This is an optimization exercise on Yosys and OpenROAD, whose aim is small area, not a production implementation.
The RTL was checked by simulation tests, not by an equivalence proof against the original design.
Power is estimated from default activity; no workload was simulated.

// gnp_bitio
module gnp_bitio (
    input  wire        clk,
    input  wire        rst,           
    input  wire        cmd_valid,
    output reg         cmd_ready,
    input  wire [31:0] cmd_data,
    output reg         rsp_valid,
    input  wire        rsp_ready,
    output reg  [31:0] rsp_data,
    output reg         rsp_last,
    output reg         mem_req,
    output reg         mem_we,
    output reg  [11:0] mem_addr,
    output reg  [31:0] mem_wdata,
    input  wire        mem_gnt,
    input  wire        mem_rvalid,
    input  wire [31:0] mem_rdata
);
    localparam [3:0] ST_OK = 4'd0, ST_INVCAP = 4'd1, ST_CAPEXC = 4'd2,
                     ST_OVF = 4'd3, ST_PADNZ = 4'd4, ST_MISAL = 4'd5,
                     ST_BITSR = 4'd6, ST_RANGE = 4'd7, ST_BUFB = 4'd8,
                     ST_NOTB = 4'd9, ST_FAULTED = 4'd10, ST_ILLEGAL = 4'd11,
                     ST_DESYNC = 4'd12;
    localparam [3:0] C_POP = 4'd0, C_BREQ = 4'd1, C_WNEW = 4'd2, C_WBITS = 4'd3,
  ...
clock: 18.0 ns
lec_check: 0
abc_area: 1
cap_margin: 20
core_margin: 2
core_utilization: 30
gpl_timing_driven: 0
setup_slack_margin: 0.5
slew_margin: 20
standard.sh (not shown) runs the stock make flow with config.mk's settings and CLKGATE_MAP_FILE= SYNTH_SCRIPT=/design/flow/synth_recipe.tcl, a recipe that flattens the netlist after the stock synthesis.
==> flow/flow/run.sh <==
#!/bin/bash
# Standard ORFS layout (the standard.sh, standard synthesis unchanged) with
# these changes: synthesis buffers are removed at floorplan, port buffers use
# the smallest buffer cell, and CTS uses smaller clock buffers with larger
# sink clusters and no dummy loads. The make output goes to a log file in the
# work folder; ORFS keeps each step's log in orfs/logs.
set -euo pipefail
export REMOVE_ABC_BUFFERS=1
export BUFFER_PORTS_ARGS="-buffer_cell sky130_fd_sc_hd__buf_1"
export CTS_ARGS="-sink_clustering_enable -repair_clock_nets -dont_use_dummy_load -buf_list sky130_fd_sc_hd__clkbuf_8 -sink_clustering_size 14 -sink_clustering_max_diameter 80"
bash standard.sh finish > standard_flow.log 2>&1
Change:
==> flow/flow/run.sh (replaced) <==
#!/bin/bash
# Standard ORFS layout (the standard.sh, standard synthesis unchanged) with
# two changes: port buffers use the smallest buffer cell, and CTS inserts no
# dummy loads. Each tool's output goes to a log file in the work folder.
set -euo pipefail
export BUFFER_PORTS_ARGS="-buffer_cell sky130_fd_sc_hd__buf_1"
export CTS_ARGS="-sink_clustering_enable -repair_clock_nets -dont_use_dummy_load"
bash standard.sh finish > standard_flow.log 2>&1
--- a/flow/config.mk
+++ b/flow/config.mk
@@ -12 +12 @@
-export GPL_TIMING_DRIVEN = 0
+export CTS_BUF_LIST = sky130_fd_sc_hd__clkbuf_4
Setup slack improves by 100 ps; wire length shrinks slightly; synthesized area does not change.
Change:
==> flow/flow/run.sh (replaced) <==
#!/bin/bash
# Standard ORFS layout (the standard.sh, standard synthesis unchanged) with
# these changes: synthesis buffers are removed at floorplan, port buffers use
# the smallest buffer cell, and CTS uses smaller clock buffers with larger
# sink clusters and no dummy loads. The make output goes to a log file in the
# work folder; ORFS keeps each step's log in orfs/logs.
set -euo pipefail
export REMOVE_ABC_BUFFERS=1
export BUFFER_PORTS_ARGS="-buffer_cell sky130_fd_sc_hd__buf_1"
export CTS_ARGS="-sink_clustering_enable -repair_clock_nets -dont_use_dummy_load -buf_list sky130_fd_sc_hd__clkbuf_8 -sink_clustering_size 16 -sink_clustering_max_diameter 60"
bash standard.sh finish > standard_flow.log 2>&1
--- a/flow/config.mk
+++ b/flow/config.mk
@@ -11,2 +11,2 @@
-export CORE_UTILIZATION = 30
-export CTS_BUF_LIST = sky130_fd_sc_hd__clkbuf_4
+export CORE_UTILIZATION = 60
+export GPL_TIMING_DRIVEN = 0
Effect: The changed run passed the timing, DRC and antenna checks; register-to-register slack gets better by 70 ps; cell count came out lower by 13%; total power decreases by 13%; die area came out lower by 49%; routed wire length drops by 13%; synthesized area is unchanged; clock power fell by 41%.

========
gnp_bitio, a different RTL version from the one above (not shown whole).
Size: roughly 1300 cells after synthesis, about 150 I/O pins.
clock: 18.0 ns
lec_check: 0
cap_margin: 20
core_margin: 2
core_utilization: 30
setup_slack_margin: 0.5
slew_margin: 20
run.sh (not shown) runs the stock make flow with config.mk's settings and CLKGATE_MAP_FILE= SYNTH_SCRIPT=/design/flow/synth_recipe.tcl, a recipe that flattens the netlist after the stock synthesis.
Stock flow here: none of the scripts above is used.
Next try:
==> flow/flow/run.sh (new file) <==
#!/bin/bash
# Standard ORFS layout (the standard.sh, standard synthesis unchanged) with
# two changes: port buffers use the smallest buffer cell, and CTS inserts no
# dummy loads. Each tool's output goes to a log file in the work folder.
set -euo pipefail
export BUFFER_PORTS_ARGS="-buffer_cell sky130_fd_sc_hd__buf_1"
export CTS_ARGS="-sink_clustering_enable -repair_clock_nets -dont_use_dummy_load"
bash standard.sh finish > standard_flow.log 2>&1
==> flow/standard.sh (new file) <==
#!/bin/bash
# synth_recipe.tcl (not shown) runs the flow's synth.tcl, then flattens the netlist and writes it again
# the make line also repeats each setting of config.mk as NAME=value (left out here)
make -C /OpenROAD-flow-scripts/flow DESIGN_CONFIG=/design/flow/config.mk WORK_HOME=/design/flow/orfs CLKGATE_MAP_FILE= SYNTH_SCRIPT=/design/flow/synth_recipe.tcl "${@:-finish}"
removed: flow/run.sh
What happened: Design area fell by a little under a tenth; core utilization decreases by 2.9 points; wire length decreases slightly; worst setup slack is better by 620 ps.

========
== red ==
Another version of the RTL of gnp_bitio (not shown whole).
Size: roughly 1,400 cells after synthesis, about 250 flip-flops, roughly 150 I/O pins.
Settings: LEC_CHECK=0, ABC_AREA=1, CAP_MARGIN=20, CORE_MARGIN=2, CORE_UTILIZATION=30, GPL_TIMING_DRIVEN=0, SETUP_SLACK_MARGIN=0.5, SLEW_MARGIN=20; clock period 18.0 ns.
standard.sh (not shown) runs the stock make flow with config.mk's settings and CLKGATE_MAP_FILE= SYNTH_SCRIPT=/design/flow/synth_recipe.tcl, a recipe that flattens the netlist after the stock synthesis.
==> flow/flow/run.sh <==
#!/bin/bash
# Standard ORFS layout (the standard.sh, standard synthesis unchanged) with
# these changes: synthesis buffers are removed at floorplan, port buffers use
# the smallest buffer cell, and CTS uses smaller clock buffers with larger
# sink clusters and no dummy loads. The make output goes to a log file in the
# work folder; ORFS keeps each step's log in orfs/logs.
set -euo pipefail
export REMOVE_ABC_BUFFERS=1
export BUFFER_PORTS_ARGS="-buffer_cell sky130_fd_sc_hd__buf_1"
export CTS_ARGS="-sink_clustering_enable -repair_clock_nets -dont_use_dummy_load -buf_list sky130_fd_sc_hd__clkbuf_8 -sink_clustering_size 14 -sink_clustering_max_diameter 80"
bash standard.sh finish > standard_flow.log 2>&1
#### Input delta (blue over red)
- changing CORE_UTILIZATION from 30 to 60
-- flow/flow/run.sh --
<<< red, line 8
export REMOVE_ABC_BUFFERS=1
export BUFFER_PORTS_ARGS="-buffer_cell sky130_fd_sc_hd__buf_1"
export CTS_ARGS="-sink_clustering_enable -repair_clock_nets -dont_use_dummy_load -buf_list sky130_fd_sc_hd__clkbuf_8 -sink_clustering_size 14 -sink_clustering_max_diameter 80"
bash standard.sh finish > standard_flow.log 2>&1
>>> blue, line 8
export REMOVE_ABC_BUFFERS=1
export BUFFER_PORTS_ARGS="-buffer_cell sky130_fd_sc_hd__buf_1"
export CTS_ARGS="-sink_clustering_enable -repair_clock_nets -dont_use_dummy_load -buf_list sky130_fd_sc_hd__clkbuf_8 -sink_clustering_size 16 -sink_clustering_max_diameter 60"
bash standard.sh finish > standard_flow.log 2>&1
Findings:
- On die area, the higher figure sits with red, not blue.
- Routed wire in blue totals less than in red.
- In blue the register-to-register setup slack turned out 150 ps higher than in red.
- Going from red to blue, count of filler cells inserted in the layout fell 2,525, number of buffers added by the clock tree synthesis step fell about 9%, share of cell area taken by multi-input logic gates rose 1.1 points, final standard cell area without fillers fell about 2.7%.
- cmd_data[2] as the startpoint of the worst setup timing path was reported by blue, and cmd_data[0] by red.
### blue -> green
-- flow/flow/run.sh --
<<< blue, line 8
export REMOVE_ABC_BUFFERS=1
export BUFFER_PORTS_ARGS="-buffer_cell sky130_fd_sc_hd__buf_1"
export CTS_ARGS="-sink_clustering_enable -repair_clock_nets -dont_use_dummy_load -buf_list sky130_fd_sc_hd__clkbuf_8 -sink_clustering_size 16 -sink_clustering_max_diameter 60"
bash standard.sh finish > standard_flow.log 2>&1
>>> green, line 8
export REMOVE_ABC_BUFFERS=1
export BUFFER_PORTS_ARGS="-buffer_cell sky130_fd_sc_hd__buf_1"
export CTS_ARGS="-sink_clustering_enable -repair_clock_nets -dont_use_dummy_load -buf_list sky130_fd_sc_hd__clkbuf_8 -sink_clustering_size 20 -sink_clustering_max_diameter 60"
bash standard.sh finish > standard_flow.log 2>&1
[summary]
- green ends up with a critical path depth that is 1 lower than in blue.
- Status: total via count after detailed routing parity (blue, green)
- Diff blue -> green: global-route wire length before repair held, combinational share of power went up 0.4 points, routed wire length held, clock group share of total power went down 1.1 points.
- In the reports for green and blue, the smaller final cell area excluding filler cells belongs to green.
- ~same half-perimeter wire length after placement in green and blue
## Diff of input files: orange against green
-- flow/flow/run.sh --
<<< green, line 8
export REMOVE_ABC_BUFFERS=1
export BUFFER_PORTS_ARGS="-buffer_cell sky130_fd_sc_hd__buf_1"
export CTS_ARGS="-sink_clustering_enable -repair_clock_nets -dont_use_dummy_load -buf_list sky130_fd_sc_hd__clkbuf_8 -sink_clustering_size 20 -sink_clustering_max_diameter 60"
bash standard.sh finish > standard_flow.log 2>&1
>>> orange, line 8
export REMOVE_ABC_BUFFERS=1
export BUFFER_PORTS_ARGS="-buffer_cell sky130_fd_sc_hd__buf_1"
export CTS_ARGS="-sink_clustering_enable -repair_clock_nets -dont_use_dummy_load -buf_list sky130_fd_sc_hd__clkbuf_16 -sink_clustering_size 30 -sink_clustering_max_diameter 60"
bash standard.sh finish > standard_flow.log 2>&1
==> summary.txt <==
orange against green; total of fill cells in the finished design is down by a few percent. orange vs. green: part of the total power dissipated in the clock network went up by 4.5 points. When orange is set beside green, its worst-case clock skew turns out to be 39 ps larger. Against green, orange reports a share of the core filled with cells in the final layout that is higher. Via count of orange is on par with green. Clock tree cell share of total cell area (lower): green. Fmax across orange and green: no real change. Side by side, combinational fraction of design power turned out lower in orange than in green. Re average detailed-routed wire length per instance: orange and green aren't equal, and the lower value belongs to green.

## afterwards: timing with drivers on the ports
The results above use ideal ports. As a check the final layouts listed here were re-extracted and re-timed, cells and wires unchanged. Step 1: set_driving_cell puts a clkbuf_16 on clk and a buf_2 on each other input, an assumption about the parent block. Step 2, shift: input delay + t, output delay - t, t = (earliest + latest rising clock arrival at the registers) / 2. This alone moves slack from input paths to output paths. Slacks: ideal ports / drivers / drivers and shift; pairs: ideal ports / drivers.
| run | t (ns) | setup slack, ns | latest minus earliest clock arrival (ns) | worst register clock-pin slew, ns | worst slew at a driven data input, ns |
|---|---|---|---|---|---|
| the first run of note 1 | 0.584 | 8.287 / 8.243 / 8.243 | 0.054 / 0.053 | 0.11 / 0.11 | 0.08 |
| the second run of note 1 | 0.565 | 8.389 / 8.362 / 8.362 | 0.034 / 0.034 | 0.06 / 0.06 | 0.05 |
| the third run of note 1 | 0.566 | 8.372 / 8.352 / 8.352 | 0.066 / 0.066 | 0.10 / 0.10 | 0.04 |
| the first run of note 2 | 0.615 | 7.401 / 7.377 / 7.377 | 0.031 / 0.031 | 0.07 / 0.07 | 0.06 |
| the second run of note 2 | 0.589 | 8.022 / 7.996 / 7.996 | 0.030 / 0.029 | 0.06 / 0.06 | 0.06 |
| red | 0.603 | 8.557 / 8.519 / 8.519 | 0.026 / 0.027 | 0.10 / 0.10 | 0.07 |
| blue | 0.569 | 8.707 / 8.686 / 8.686 | 0.034 / 0.034 | 0.10 / 0.10 | 0.04 |
| green | 0.553 | 8.716 / 8.692 / 8.692 | 0.051 / 0.051 | 0.11 / 0.11 | 0.04 |
| orange | 0.529 | 8.708 / 8.684 / 8.684 | 0.090 / 0.090 | 0.10 / 0.10 | 0.04 |
After both steps every run listed still meets setup and hold. The setup slack of the first run of note 1, which loses most, moves by -0.044 ns with the drivers and by -0.044 ns with both steps.
